Context: an optimization exercise on an open-source flow, tuned for small area, a short achievable clock period and few clock cycles per item. The choices shown serve that exercise and are no tape-out recipe. Function was checked by simulation only, so behaviour that the tests miss may differ from the original. No activity file was given, so power comes from the tool's default toggle rates.

==> flow/design.v (excerpt) <==
module fx25_kiss_enc (
    input  wire        clk,
    input  wire        rst,
    input  wire        chunk_valid,
    output reg         chunk_ready,
    input  wire [7:0]  chunk_len,
    input  wire [47:0] dst_call,      
    input  wire [3:0]  dst_ssid,
    input  wire [47:0] src_call,      
    input  wire [3:0]  src_ssid,
    input  wire        in_valid,
    output reg         in_ready,
    input  wire [7:0]  in_data,
    output reg         out_valid,
    input  wire        out_ready,
    output reg  [7:0]  out_data,
    output reg         out_last,
    output reg  [15:0] skip_count
);
    localparam I_IDLE = 0, I_CMD = 1, I_TAG = 2, I_HDR = 3, I_CTL = 4, I_PID = 5,
               I_PAY = 6, I_FCS0 = 7, I_FCS1 = 8, I_PAD = 9, I_PAR = 10, I_FEND1 = 11;
    localparam [7:0] FEND = 8'hC0, FESC = 8'hDB, TFEND = 8'hDC, TFESC = 8'hDD;
    localparam [7:0] MAX_PAYLOAD = 8'd150;
  ...
Size in the first run: roughly 1300 cells after synthesis, about 150 I/O pins, about 0.018 mm² of cells after synthesis.
clock: 5.0 ns
lec_check: 0
cap_margin: 20
core_margin: 2
core_utilization: 70
setup_slack_margin: 2.8
slew_margin: 20
standard.sh (not shown) runs the stock make flow with config.mk's settings and CLKGATE_MAP_FILE= SYNTH_SCRIPT=/design/flow/synth_recipe.tcl, a recipe that flattens the netlist after the stock synthesis.
==> flow/flow/run.sh <==
#!/bin/bash
set -euo pipefail
export BUFFER_PORTS_ARGS="-buffer_cell sky130_fd_sc_hd__buf_1"
export CTS_ARGS="-sink_clustering_enable -repair_clock_nets -dont_use_dummy_load -buf_list sky130_fd_sc_hd__clkbuf_16 -sink_clustering_size 20 -sink_clustering_max_diameter 100"
bash standard.sh > standard_flow.log 2>&1
Testbench counts at the start, summed over its fixed seeds: cycles 34,444, frames 128.
Rerun with:
==> flow/flow/run.sh (replaced) <==
#!/bin/bash
set -euo pipefail
export BUFFER_PORTS_ARGS="-buffer_cell sky130_fd_sc_hd__buf_1"
export CTS_ARGS="-sink_clustering_enable -repair_clock_nets -dont_use_dummy_load -buf_list sky130_fd_sc_hd__clkbuf_8 -sink_clustering_size 14 -sink_clustering_max_diameter 80"
bash standard.sh > standard_flow.log 2>&1
--- a/flow/config.mk
+++ b/flow/config.mk
@@ -9,4 +9,5 @@
 export CORE_MARGIN = 2
 export CORE_UTILIZATION = 70
+export PLACE_DENSITY = 0.85
 export SETUP_SLACK_MARGIN = 2.8
 export SLEW_MARGIN = 20
Effect: Clock power goes down by about a fifth. Cell count went up slightly. Final area stays flat. Die area does not change. Worst setup slack is worse by 0.014 ns. Count of clock-buffer cells in the layout came out higher by 8. Fmax went down slightly.
Rerun with:
--- a/flow/config.mk
+++ b/flow/config.mk
@@ -8,6 +8,5 @@
 export CAP_MARGIN = 20
 export CORE_MARGIN = 2
-export CORE_UTILIZATION = 70
-export PLACE_DENSITY = 0.85
+export CORE_UTILIZATION = 60
 export SETUP_SLACK_MARGIN = 2.8
 export SLEW_MARGIN = 20
After rerunning: Wire length came out lower by about 1.2%. Count of clock-buffer cells in the layout stays the same. Maximum frequency went up by 2.1%. Area after synthesis does not change. Cell count went up by 3.0%. Worst setup slack improves by 0.045 ns. Sequential share of layout area shrinks by 0.20 points. Utilization goes down by 10 points.
Rerun with:
==> flow/flow/run.sh (replaced) <==
#!/bin/bash
set -euo pipefail
export BUFFER_PORTS_ARGS="-buffer_cell sky130_fd_sc_hd__buf_1"
export CTS_ARGS="-sink_clustering_enable -repair_clock_nets -dont_use_dummy_load -buf_list sky130_fd_sc_hd__clkbuf_16 -sink_clustering_size 20 -sink_clustering_max_diameter 100"
bash standard.sh > standard_flow.log 2>&1
--- a/flow/config.mk
+++ b/flow/config.mk
@@ -6,7 +6,7 @@
 export NUM_CORES = 4
 export LEC_CHECK = 0
-export CAP_MARGIN = 20
+export CAP_MARGIN = 5
 export CORE_MARGIN = 2
 export CORE_UTILIZATION = 60
 export SETUP_SLACK_MARGIN = 2.8
-export SLEW_MARGIN = 20
+export SLEW_MARGIN = 5
Result:
- The changed run finished clean
- synthesized cell count does not change
- sequential share of layout area drops by 0.42 points
- die area does not change
- total power went up by 2.5%
- non-clock buffer count goes down by 3
- hold slack is about the same
- sequential power is about the same
- final area is higher by 0.70%
- clock skew falls by 0.0081 ns
- critical path depth stays the same
Rerun with:
--- a/flow/config.mk
+++ b/flow/config.mk
@@ -6,7 +6,7 @@
 export NUM_CORES = 4
 export LEC_CHECK = 0
-export CAP_MARGIN = 5
+export CAP_MARGIN = 20
 export CORE_MARGIN = 2
 export CORE_UTILIZATION = 60
 export SETUP_SLACK_MARGIN = 2.8
-export SLEW_MARGIN = 5
+export SLEW_MARGIN = 20
Routed wire length is unchanged.
Clock power stays flat.
Via count is unchanged.
Design area does not change.
Count of clock-buffer cells in the layout is unchanged.
Final cell count stays the same.
Synthesized cell count is unchanged.
Worst setup slack stays the same.
Combinational power barely changes.
Sequential power is about the same.
Sequential cell count is unchanged.

## red
fx25_kiss_enc again, from the RTL that the note above started with.
clock: 5.0 ns
lec_check: 0
cap_margin: 20
core_margin: 2
core_utilization: 60
place_density: 0.8
setup_slack_margin: 2.85
slew_margin: 20
==> flow/flow/run.sh <==
#!/bin/bash
set -euo pipefail
export BUFFER_PORTS_ARGS="-buffer_cell sky130_fd_sc_hd__buf_1"
export CTS_ARGS="-sink_clustering_enable -repair_clock_nets -dont_use_dummy_load -buf_list sky130_fd_sc_hd__clkbuf_8 -sink_clustering_size 14 -sink_clustering_max_diameter 80"
bash standard.sh > standard_flow.log 2>&1
Testbench counts of red, summed over its fixed seeds: cycles 34,444, frames 128.
The following lists how blue was set up differently from red:
- PLACE_DENSITY now 0.85, was 0.8
- CORE_UTILIZATION now 70, was 60
- SETUP_SLACK_MARGIN now 2.8, was 2.85
==> flow/flow/run.sh <==
#!/bin/bash
set -euo pipefail
export BUFFER_PORTS_ARGS="-buffer_cell sky130_fd_sc_hd__buf_1"
export CTS_ARGS="-sink_clustering_enable -repair_clock_nets -dont_use_dummy_load -buf_list sky130_fd_sc_hd__clkbuf_16 -sink_clustering_size 20 -sink_clustering_max_diameter 100"
bash standard.sh > standard_flow.log 2>&1
Per the final summary, blue finished and its layout is clean on timing, DRC and antenna. Summary of blue over red: post-route cell area shows a reduction of 1.2%, wire length shrank by about 2.3%, die area decreased by 4300 um^2 relative to the old numbers, non-filler instance count after layout shrank by about 4%. In terms of post-route clock period utilization, red and blue differ only marginally. Cmp red and blue / count of plain and timing-repair buffers in the layout / lower: blue.
What green does differently from blue at the input level:
- PLACE_DENSITY now 0.8, was 0.85
- CORE_UTILIZATION now 60, was 70
==> flow/flow/run.sh <==
#!/bin/bash
set -euo pipefail
export BUFFER_PORTS_ARGS="-buffer_cell sky130_fd_sc_hd__buf_1"
export CTS_ARGS="-sink_clustering_enable -repair_clock_nets -dont_use_dummy_load -buf_list sky130_fd_sc_hd__clkbuf_8 -sink_clustering_size 14 -sink_clustering_max_diameter 80"
bash standard.sh > standard_flow.log 2>&1
[summary]
green falls short of blue in least setup slack across all paths after layout. Compared with blue, green shows a part of the power in the clock network that is 2.0 points lower. Across both runs, critical path depth was lower for green than for blue. green vs blue — power consumption dropped about 3.5%. Of the two candidates, blue has the better die area and green the worse one.
The inputs of orange differ from those of green as listed below.
- PLACE_DENSITY removed (was 0.8)
- SETUP_SLACK_MARGIN changed from 2.8 to 2.95
- CORE_UTILIZATION changed from 60 to 70
==> flow/flow/run.sh <==
#!/bin/bash
set -euo pipefail
export BUFFER_PORTS_ARGS="-buffer_cell sky130_fd_sc_hd__buf_1"
export CTS_ARGS="-sink_clustering_enable -repair_clock_nets -dont_use_dummy_load -buf_list sky130_fd_sc_hd__clkbuf_16 -sink_clustering_size 20 -sink_clustering_max_diameter 100"
bash standard.sh > standard_flow.log 2>&1
## What came out
- orange ended up with a higher ratio of cells with drive above 1 in the final layout than green did.
- Looking at area growth from synthesis to final layout across orange and green, the one that comes out higher is orange.
- As of orange, first-iteration DRC count had risen by a few percent compared to green.
- orange: largest net degree at the start of global routing is 6 higher than what green reported.
- Compared to green, orange has routed wire length 5900 um higher.
- [diff] HPWL after detailed placement, orange relative to green: improvement
Inputs modified between orange and purple:
- SETUP_SLACK_MARGIN: 2.95 -> 2.75
- CORE_UTILIZATION: 70 -> 60
Findings:
- purple: full flow OK, the timing, design-rule and antenna checks passed
- Comparing orange against purple, there is no change at all in number of top-level pins.
- Synthesis-to-finish area growth: purple vs orange down 6.6 points
- For orange, the launch point of the critical path was out_last, unlike purple, where it was skip_count[12].
- Comparing relative contribution of sequential cells to total power for orange and purple, the smaller number came from orange.
- From orange to purple the numbers moved as follows: largest incremental delay on the critical path flat; slack of the critical path down 0.029 ns; switching part of the total power down 2.0 points.
- Diff orange..purple | clock-buffer cell count | unchanged

Starting RTL as in the previous note.
Settings: LEC_CHECK=0, CAP_MARGIN=20, CORE_MARGIN=2, CORE_UTILIZATION=60, PLACE_DENSITY=0.85, SETUP_SLACK_MARGIN=2.9, SLEW_MARGIN=20; clock period 5.0 ns.
==> flow/flow/run.sh <==
#!/bin/bash
set -euo pipefail
export BUFFER_PORTS_ARGS="-buffer_cell sky130_fd_sc_hd__buf_1"
export CTS_ARGS="-sink_clustering_enable -repair_clock_nets -dont_use_dummy_load -buf_list sky130_fd_sc_hd__clkbuf_16 -sink_clustering_size 20 -sink_clustering_max_diameter 100"
bash standard.sh > standard_flow.log 2>&1
The baseline went through all stages and came out clean.
Testbench counts at the start, summed over its fixed seeds: cycles 34,444, frames 128.
Rerun with:
PLACE_DENSITY = 0.8   (was 0.85)
SETUP_SLACK_MARGIN = 2.8   (was 2.9)
=>
- cell count fell by 0.75%
- clock-buffer cell count does not change
- synthesized area stays the same
- worst hold slack is better by 0.012 ns
- worst setup slack gets worse by 0.0079 ns
- critical path depth shrinks by 6
- via count decreases by 5.0%

-- re-timing with driven ports --
How much do the figures lean on ideal ports? The routed layouts below were timed once more, with nothing changed but the port constraints. Step 1, drivers: a clkbuf_16 drives clk and a buf_2 each remaining input, both assumed. Step 2, shift: input delay + t, output delay - t, t = (earliest + latest rising clock arrival at the registers) / 2. This alone moves slack from input paths to output paths. Three values: no drivers, after step 1, after step 2; two values: the first two.
| run | t, ns | slack for setup (ns) | worst setup path at the end | slew at the worst register clock pin (ns) |
|---|---|---|---|---|
| the first run of note 1 | 0.549 | 2.812 / 2.812 / 2.300 | input to register | 0.09 / 0.09 |
| the second run of note 1 | 0.619 | 2.798 / 2.798 / 2.238 | input to register | 0.10 / 0.10 |
| the third run of note 1 | 0.620 | 2.843 / 2.816 / 2.273 | input to register | 0.10 / 0.10 |
| the fourth run of note 1 | 0.549 | 2.836 / 2.833 / 2.340 | input to register | 0.09 / 0.09 |
| the fifth run of note 1 | 0.549 | 2.836 / 2.833 / 2.340 | input to register | 0.09 / 0.09 |
| red | 0.637 | 2.846 / 2.801 / 2.353 | input to register | 0.10 / 0.10 |
| blue | 0.558 | 2.847 / 2.834 / 2.306 | input to register | 0.09 / 0.09 |
| green | 0.632 | 2.780 / 2.762 / 2.301 | input to register | 0.10 / 0.10 |
| orange | 0.577 | 2.844 / 2.793 / 2.431 | input to register | 0.09 / 0.09 |
| purple | 0.561 | 2.815 / 2.765 / 2.342 | input to register | 0.09 / 0.09 |
| the first run of note 3 | 0.564 | 2.854 / 2.854 / 2.385 | input to register | 0.09 / 0.09 |
| the second run of note 3 | 0.573 | 2.846 / 2.796 / 2.342 | input to register | 0.09 / 0.09 |
After both steps every run listed still meets setup and hold. For the third run of note 1, which loses most, drivers alone change the setup slack by -0.027 ns; drivers and shift together by -0.570 ns.
